This design comes from an exercise in tuning for small area, a short achievable clock period and few clock cycles on the open sky130 flow, not from production work. In this exercise RTL edits were held to simulation tests only and were not proved equivalent to the original. No activity file was given, so power comes from the tool's default toggle rates.

<file path="flow/config.mk">
export PLATFORM = sky130hd
export DESIGN_NAME = kfu
export DESIGN_NICKNAME = kfu
export VERILOG_FILES = /design/flow/design.v
export SDC_FILE = /design/flow/constraint.sdc
export NUM_CORES = 8
export LEC_CHECK = 0
export CAP_MARGIN = 20
export CORE_MARGIN = 2
export CORE_UTILIZATION = 25
export SLEW_MARGIN = 20
</file>
<file path="flow/constraint.sdc">
create_clock -name core_clock -period 17.0 [get_ports {clk}]
set_input_delay 3.4000 -clock core_clock [delete_from_list [all_inputs] [get_ports {clk}]]
set_output_delay 3.4000 -clock core_clock [all_outputs]
set_load 0.01 [all_outputs]
</file>
<file path="flow/design.v">
module kfu (
    input  wire        clk,
    input  wire        rst,
    input  wire        cmd_valid,
    output wire        cmd_ready,
    input  wire [2:0]  cmd_op,
    input  wire [4:0]  cmd_addr,
    input  wire [31:0] cmd_a,
    input  wire [31:0] cmd_b,
    output reg         rsp_valid,
    output reg         rsp_fault,
    output reg  [31:0] rsp_x,
    output reg  [31:0] rsp_y
);
    localparam [31:0] ONE   = 32'h0001_0000;   
    localparam [31:0] QNOISE = 32'h0000_028F;  
    localparam [2:0] OP_INIT = 3'd0, OP_PRED = 3'd1, OP_CORR = 3'd2,
                     OP_LOAD = 3'd3, OP_READ = 3'd4;
    localparam [2:0] S_IDLE = 3'd0, S_DET = 3'd1, S_DIV = 3'd2, S_SI = 3'd3,
                     S_GAIN = 3'd4, S_XUPD = 3'd5, S_PUPD = 3'd6;
    reg [127:0] xv;    
    reg [511:0] pm;    
    function [31:0] xg(input [1:0] n);
        xg = xv[32*n +: 32];
    endfunction
    function [31:0] pg(input [1:0] r, input [1:0] c);
        pg = pm[32*(4*r+c) +: 32];
    endfunction
    reg [2:0]   state;
    reg [5:0]   cnt;
    reg [31:0]  y0, y1;           
    reg [31:0]  acc;              
    reg [31:0]  inv;              
    reg [31:0]  si00, si01, si10, si11;    
    reg [255:0] kg;               
    reg [31:0]  p0tmp;            
    reg [32:0]  dv_num;           
    reg [32:0]  dv_rem;
    reg [32:0]  dv_quo;
    reg [31:0]  dv_den;           
    reg         dv_neg;
    assign cmd_ready = (state == S_IDLE);
    function [31:0] kgg(input [1:0] r, input j);
        kgg = kg[32*(2*r+j) +: 32];
    endfunction
    wire [31:0] s00 = pg(0,0) + ONE;
    wire [31:0] s01 = pg(0,1);
    wire [31:0] s10 = pg(1,0);
    wire [31:0] s11 = pg(1,1) + ONE;
    reg  [31:0] ma, mb;
    wire signed [63:0] mprod = $signed(ma) * $signed(mb);
    wire [31:0] mres = mprod[47:16];
    wire [1:0] k_r   = cnt[3:2];      
    wire       k_j   = cnt[1];        
    wire       half  = cnt[0];        
    wire [1:0] x_r   = cnt[2:1];      
    wire [1:0] p_c   = cnt[4:3];      
    wire [1:0] p_r   = {~cnt[2], cnt[1]};   
    always @* begin
        ma = 32'd0;
        mb = 32'd0;
        case (state)
            S_DET: begin
                if (!half) begin ma = s00; mb = s11; end
                else       begin ma = s01; mb = s10; end
            end
            S_SI: begin
                case (cnt[1:0])
                    2'd0: ma = s11;
                    2'd1: ma = -s01;
                    2'd2: ma = -s10;
                    default: ma = s00;
                endcase
                mb = inv;
            end
            S_GAIN: begin
                ma = pg(k_r, {1'b0, half});
                case ({half, k_j})
                    2'b00: mb = si00;
                    2'b01: mb = si01;
                    2'b10: mb = si10;
                    default: mb = si11;
                endcase
            end
            S_XUPD: begin
                ma = kgg(x_r, half);
                mb = half ? y1 : y0;
            end
            S_PUPD: begin
                ma = kgg(p_r, half);
                mb = pg({1'b0, half}, p_c);
            end
            default: ;
        endcase
    end
    reg [511:0] p_pred;
    reg [127:0] x_pred;
    reg [31:0]  a_fp [0:15];    
    integer r, c;
    always @* begin
        for (r = 0; r < 4; r = r + 1)
            for (c = 0; c < 4; c = c + 1)
                a_fp[4*r+c] = (r < 2) ? pg(r, c) + pg(r+2, c) : pg(r, c);
        for (r = 0; r < 4; r = r + 1)
            for (c = 0; c < 4; c = c + 1)
                p_pred[32*(4*r+c) +: 32] = ((c < 2) ? a_fp[4*r+c] + a_fp[4*r+c+2] : a_fp[4*r+c])
                                         + ((r == c) ? QNOISE : 32'd0);
        x_pred = {xg(3), xg(2), xg(1) + xg(3), xg(0) + xg(2)};
    end
    reg [31:0] rd_word;
    always @* begin
        if (cmd_addr < 5'd4)       rd_word = xv[32*cmd_addr[1:0] +: 32];
        else if (cmd_addr < 5'd20) rd_word = pm[32*(cmd_addr - 5'd4) +: 32];
        else                       rd_word = 32'd0;
    end
    wire [32:0] dv_trial = {dv_rem[31:0], dv_num[32]};
    wire        dv_ge    = dv_trial >= {1'b0, dv_den};
    wire [31:0] p_new = pg(p_r, p_c) - (acc + mres);
    always @(posedge clk) begin
        if (rst) begin
            state     <= S_IDLE;
            cnt       <= 6'd0;
            rsp_valid <= 1'b0;
            rsp_fault <= 1'b0;
            rsp_x     <= 32'd0;
            rsp_y     <= 32'd0;
            xv        <= 128'd0;
            pm        <= {ONE, 32'd0, 32'd0, 32'd0,  32'd0, ONE, 32'd0, 32'd0,
                          32'd0, 32'd0, ONE, 32'd0,  32'd0, 32'd0, 32'd0, ONE};
        end else begin
            rsp_valid <= 1'b0;
            rsp_fault <= 1'b0;
            rsp_x     <= 32'd0;
            rsp_y     <= 32'd0;
            case (state)
                S_IDLE: begin
                    if (cmd_valid) begin
                        case (cmd_op)
                            OP_INIT: begin
                                xv <= 128'd0;
                                pm <= {ONE, 32'd0, 32'd0, 32'd0,  32'd0, ONE, 32'd0, 32'd0,
                                       32'd0, 32'd0, ONE, 32'd0,  32'd0, 32'd0, 32'd0, ONE};
                                rsp_valid <= 1'b1;
                            end
                            OP_PRED: begin
                                xv <= x_pred;
                                pm <= p_pred;
                                rsp_valid <= 1'b1;
                                rsp_x <= x_pred[31:0];
                                rsp_y <= x_pred[63:32];
                            end
                            OP_CORR: begin
                                y0    <= cmd_a - xg(0);
                                y1    <= cmd_b - xg(1);
                                cnt   <= 6'd0;
                                state <= S_DET;
                            end
                            OP_LOAD: begin
                                if (cmd_addr < 5'd4)
                                    xv[32*cmd_addr[1:0] +: 32] <= cmd_a;
                                else if (cmd_addr < 5'd20)
                                    pm[32*(cmd_addr - 5'd4) +: 32] <= cmd_a;
                                rsp_valid <= 1'b1;
                            end
                            OP_READ: begin
                                rsp_x <= rd_word;
                                rsp_valid <= 1'b1;
                            end
                            default: rsp_valid <= 1'b1;
                        endcase
                    end
                end
                S_DET: begin
                    if (!half) begin
                        acc <= mres;
                        cnt <= cnt + 6'd1;
                    end else begin
                        if (acc == mres) begin
                            rsp_valid <= 1'b1;
                            rsp_fault <= 1'b1;
                            state     <= S_IDLE;
                        end else begin
                            dv_num <= {1'b1, 32'd0};         
                            dv_rem <= 33'd0;
                            dv_quo <= 33'd0;
                            dv_neg <= (acc - mres) >> 31;
                            dv_den <= ((acc - mres) >> 31) ? mres - acc : acc - mres;
                            cnt    <= 6'd0;
                            state  <= S_DIV;
                        end
                    end
                end
                S_DIV: begin
                    dv_rem <= dv_ge ? dv_trial - {1'b0, dv_den} : dv_trial;
                    dv_quo <= {dv_quo[31:0], dv_ge};
                    dv_num <= {dv_num[31:0], 1'b0};
                    if (cnt == 6'd32) begin
                        inv   <= dv_neg ? -{dv_quo[30:0], dv_ge} : {dv_quo[30:0], dv_ge};
                        cnt   <= 6'd0;
                        state <= S_SI;
                    end else
                        cnt <= cnt + 6'd1;
                end
                S_SI: begin
                    case (cnt[1:0])
                        2'd0: si00 <= mres;
                        2'd1: si01 <= mres;
                        2'd2: si10 <= mres;
                        default: si11 <= mres;
                    endcase
                    if (cnt == 6'd3) begin
                        cnt   <= 6'd0;
                        state <= S_GAIN;
                    end else
                        cnt <= cnt + 6'd1;
                end
                S_GAIN: begin
                    if (!half) acc <= mres;
                    else       kg[32*(2*k_r+k_j) +: 32] <= acc + mres;
                    if (cnt == 6'd15) begin
                        cnt   <= 6'd0;
                        state <= S_XUPD;
                    end else
                        cnt <= cnt + 6'd1;
                end
                S_XUPD: begin
                    if (!half) acc <= xg(x_r) + mres;
                    else       xv[32*x_r +: 32] <= acc + mres;
                    if (cnt == 6'd7) begin
                        cnt   <= 6'd0;
                        state <= S_PUPD;
                    end else
                        cnt <= cnt + 6'd1;
                end
                S_PUPD: begin
                    if (!half)
                        acc <= mres;
                    else begin
                        case (p_r)
                            2'd0: p0tmp <= p_new;
                            2'd1: begin
                                pm[32*(4+p_c) +: 32] <= p_new;
                                pm[32*p_c +: 32]     <= p0tmp;
                            end
                            default: pm[32*(4*p_r+p_c) +: 32] <= p_new;
                        endcase
                    end
                    if (cnt == 6'd31) begin
                        rsp_valid <= 1'b1;
                        cnt       <= 6'd0;
                        state     <= S_IDLE;
                    end else
                        cnt <= cnt + 6'd1;
                end
                default: state <= S_IDLE;
            endcase
        end
    end
endmodule
</file>
<file path="flow/run.sh">
#!/bin/bash
# synth_recipe.tcl (not shown) runs the flow's synth.tcl, then flattens the netlist and writes it again
# the make line also repeats each setting of config.mk as NAME=value (left out here)
make -C /OpenROAD-flow-scripts/flow DESIGN_CONFIG=/design/flow/config.mk WORK_HOME=/design/flow/orfs CLKGATE_MAP_FILE= SYNTH_SCRIPT=/design/flow/synth_recipe.tcl finish
</file>
==> results.json <==
{
  "numCtsBuffers": 181,
  "power.leakage_nw": 71.4,
  "final_common_cell": "inv_1",
  "post-route-drc-count": 0,
  "vias": 170000,
  "startpoint_type": "flip-flop",
  "postCtsHoldBufs": 0,
  "fin_worst_skew_ns": 0.106,
  "crit_fanout": 15,
  "maxCapViolations": 0,
  "synth_warnings": 2,
  "crit-reg2reg-launch": "cnt[1]",
  "dp.cells": 26700,
  "grt_antenna_before_repair": 155,
  "ys_ff_latch": 1356,
  "seq_area_frac_synth_pct": 21.4,
  "swShare_pct": 46.8,
  "initial_utilization_pct": 25.1,
  "seq_area_um2": 33600,
  "pwr_density_cell_nw_per_um2": 93.0,
  "routed_via_density": 6.25,
  "p_comb_share_pct": 49.2,
  "final_cell_mix": "inv_1, nand2_1, nor2_1",
  "fin_crit_sh_pct": 97.7,
  "synth.avg_cell_area_um2": 8.42,
  "cp_slowest_stage_delay_ns": 0.59,
  "finalPower_w": 0.0168,
  "setup_ws_ns": 0.386,
  "drive_gt1_share_pct": 12.6,
  "clock_latency_ns": 1.04,
  "place_area_um2": 174000,
  "rows": 290,
  "synth_nets": 20600,
  "post-route-min-period_ns": 16.61,
  "htreeDepth": 4,
  "boundaryPins": 142,
  "clock-sinks": 1356,
  "ir_worst_vdd_v": 0.0000936,
  "setup_viol": 0,
  "core_um2": 624000,
  "ys.flop_type": "dfxtp_1",
  "syn_area_um2": 156000,
  "syn_inst": 18600,
  "clkPwrFrac_pct": 25.6,
  "gr-usage-all-layers_pct": 30.3,
  "gp_congestion": 1.09,
  "p_int_w": 0.00893,
  "dieArea_um2": 632000,
  "cts_tree": "done",
  "cp_slowest_cell": "dfxtp_4",
  "instances_no_fill": 27300,
  "status": "complete, no violations",
  "end_kind": "flip-flop",
  "cts_buffer_depth": 4,
  "switching_power_w": 0.00786,
  "tightest_slew_ns": 1.44,
  "hold_ws_ns": 0.546,
  "finalHoldViolCount": 0,
  "synthArstFlopShare_pct": 0,
  "crit_start": "cnt[1]",
  "final_antenna_net_count": 0,
  "cp.arrival_ns": 17.45,
  "nFillCells": 66100,
  "grt_first_pass_wirelength_mm": 1340,
  "clock-root-buffer": "clkbuf_16",
  "wl_per_cell_um": 36.8,
  "dr.pass1.iters": 10,
  "hold_start": "xv[78]",
  "slew_viol_final": 0,
  "area_growth_pct": 15.3,
  "top_regs": "pm: 512 flops, kg: 256 flops, xv: 128 flops",
  "drt_iter0_markers": 30300,
  "die_h_um": 795,
  "dp_slack_ns": 0.454,
  "required_ns": 17.83,
  "largest_reg_flops": 512,
  "grt_pass1_vias": 157000,
  "drt-total-wl_mm": 1000,
  "portBuffers": 141,
  "fp.dieW_um": 795,
  "slew_headroom_pct": 3.38,
  "fmaxAchievable_mhz": 60.2,
  "design_area_um2": 180000,
  "grt_max_degree": 135,
  "layout.nets": 20600,
  "synth_enable_flop_cells": 641,
  "largest-register": "pm",
  "min_path_type": "reg -> reg",
  "power_frac_seq_pct": 25.2,
  "overflow": 0,
  "ys_types": 106,
  "crit_type": "reg -> reg",
  "dp.final_hpwl_mm": 748,
  "clk_pin_slew_ns": 0.07,
  "multiInputGateArea_um2": 112000
}
-- logic make-up after synthesis --
| group | after synthesis | synth area share [%] |
|---|---|---|
| compound gates | 5495 | 23.2 |
| xor+xnor | 747 | 4.24 |
| flops | 1356 | 21.4 |
| mux | 885 | 9.37 |
| buf+inv | 3348 | 8.10 |
| fa+ha+maj | 1932 | 20.2 |
| simple gates | 4819 | 13.5 |
-- cell usage after synthesis, types with 57 or more instances --
cell	instances	share of area [%]
a211oi_1	395	1.9
a21o_1	177	0.85
a21oi_1	1217	3.9
a221o_1	88	0.56
a221oi_1	314	1.8
a222oi_1	66	0.42
a22o_1	124	0.69
a22oi_1	468	2.2
a31oi_1	140	0.56
a32oi_1	63	0.35
and2_1	89	0.36
and3_1	87	0.35
buf_1	141	0.34
clkbuf_1	1278	3.1
dfxtp_1	715	9.1
edfxtp_1	641	12
fa_1	982	13
ha_1	950	7.6
inv_1	1866	4.5
mux2_2	64	0.46
mux2i_1	363	2.3
mux4_2	458	6.6
nand2_1	1772	4.3
nand2b_1	150	0.60
nand3_1	263	0.84
nand4_1	57	0.23
nor2_1	1697	4.1
nor2b_1	123	0.49
nor3_1	269	0.86
o211ai_1	139	0.67
o21a_1	75	0.36
o21ai_0	1203	3.8
o21bai_1	136	0.65
o221ai_1	141	0.79
o22ai_1	347	1.4
or2_2	69	0.28
or3_1	71	0.28
xnor2_1	540	3.0
xor2_1	199	1.1
-- worst max-delay path, delay by kind of cell, from the launching register on --
kind	cells	cell delay, ns
AO/OA/AOI/OAI	30	5.84
adder cells (fa/ha/maj)	12	4.43
buffers and inverters	16	2.40
AND/OR/NAND/NOR	11	2.05
XOR/XNOR	3	1.02
flip-flops	1	0.59
-- layer usage --
| metal | up-vias | share of wire, % | GRT usage, % |
|---|---|---|---|
| met2 | 15600 | 38 | 41.0 |
| li1 | 66800 | - | - |
| met5 | - | 0.088 | 0.522 |
| met3 | 4256 | 16 | 14.7 |
| met1 | 83700 | 35 | 35.5 |
| met4 | 76 | 11 | 25.4 |
-- worst paths after layout --
path	end	slack [ns]	depth (start not counted)
min reg2reg	xv[78]	0.55	2
max	pm[254]	0.39	72
min	xv[78]	0.55	2
max reg2reg	pm[254]	0.39	72
-- power groups by stage --
stage          Sequential, W  Combinational, W  Clock, W
2_1_floorplan        0.00403           0.00432         0
3_3_place_gp         0.00423           0.00769         0
3_5_place_dp         0.00424           0.00775         0
4_1_cts              0.00417           0.00779   0.00426
5_1_grt              0.00421           0.00845   0.00436
6_report             0.00423           0.00826   0.00429
-- metrics by stage --
step           setup TNS, ns  util [%]
5_1_grt              -0.0360      28.9
2_1_floorplan              0         -
4_1_cts                    0      28.8
3_5_place_dp               0      27.8
6_report                   0      28.9
3_3_place_gp               0      27.8
-- cell type report --
class | count | share of cell area (%)
antenna | 184 | 0.255
clock buffer | 234 | 2.78
clock inverter | 96 | 0.618
inverter | 1882 | 3.92
multi-input combinational | 13900 | 61.9
sequential | 1356 | 18.6
tap | 8322 | 5.77
timing repair buffer | 1313 | 6.11
-- what timing repair did --
| item | CTS | global route |
|---|---|---|
| gates resized for setup | 0 | 35 |
| endpoints found under the setup margin | 0 | 134 |
| setup buffers | 0 | 3 |
Testbench counts, summed over its fixed seeds: cycles 93,736.

-- re-timing with driven ports --
The results above use ideal ports. As a check the final layout listed here was re-extracted and re-timed, cells and wires unchanged. Step 1 assumes that a clkbuf_16 drives the clock port and a buf_2 every other input. Step 2 times the ports against the registers' clock, not the clock port: input delays grow and output delays shrink by t, the midpoint of the rising clock arrivals with the driver on. Slacks: ideal / step 1 / step 2; pairs: ideal / step 1.
shift t [ns]: 1.116
slack for setup (ns): 0.386 / 0.386 / 0.386
worst register clock-pin slew, ns: 0.11 / 0.11
pins driven straight from the clock port: 1
After both steps setup and hold are still met in this run. For this run, drivers alone change the setup slack by 0.000 ns; drivers and shift together by 0.000 ns.
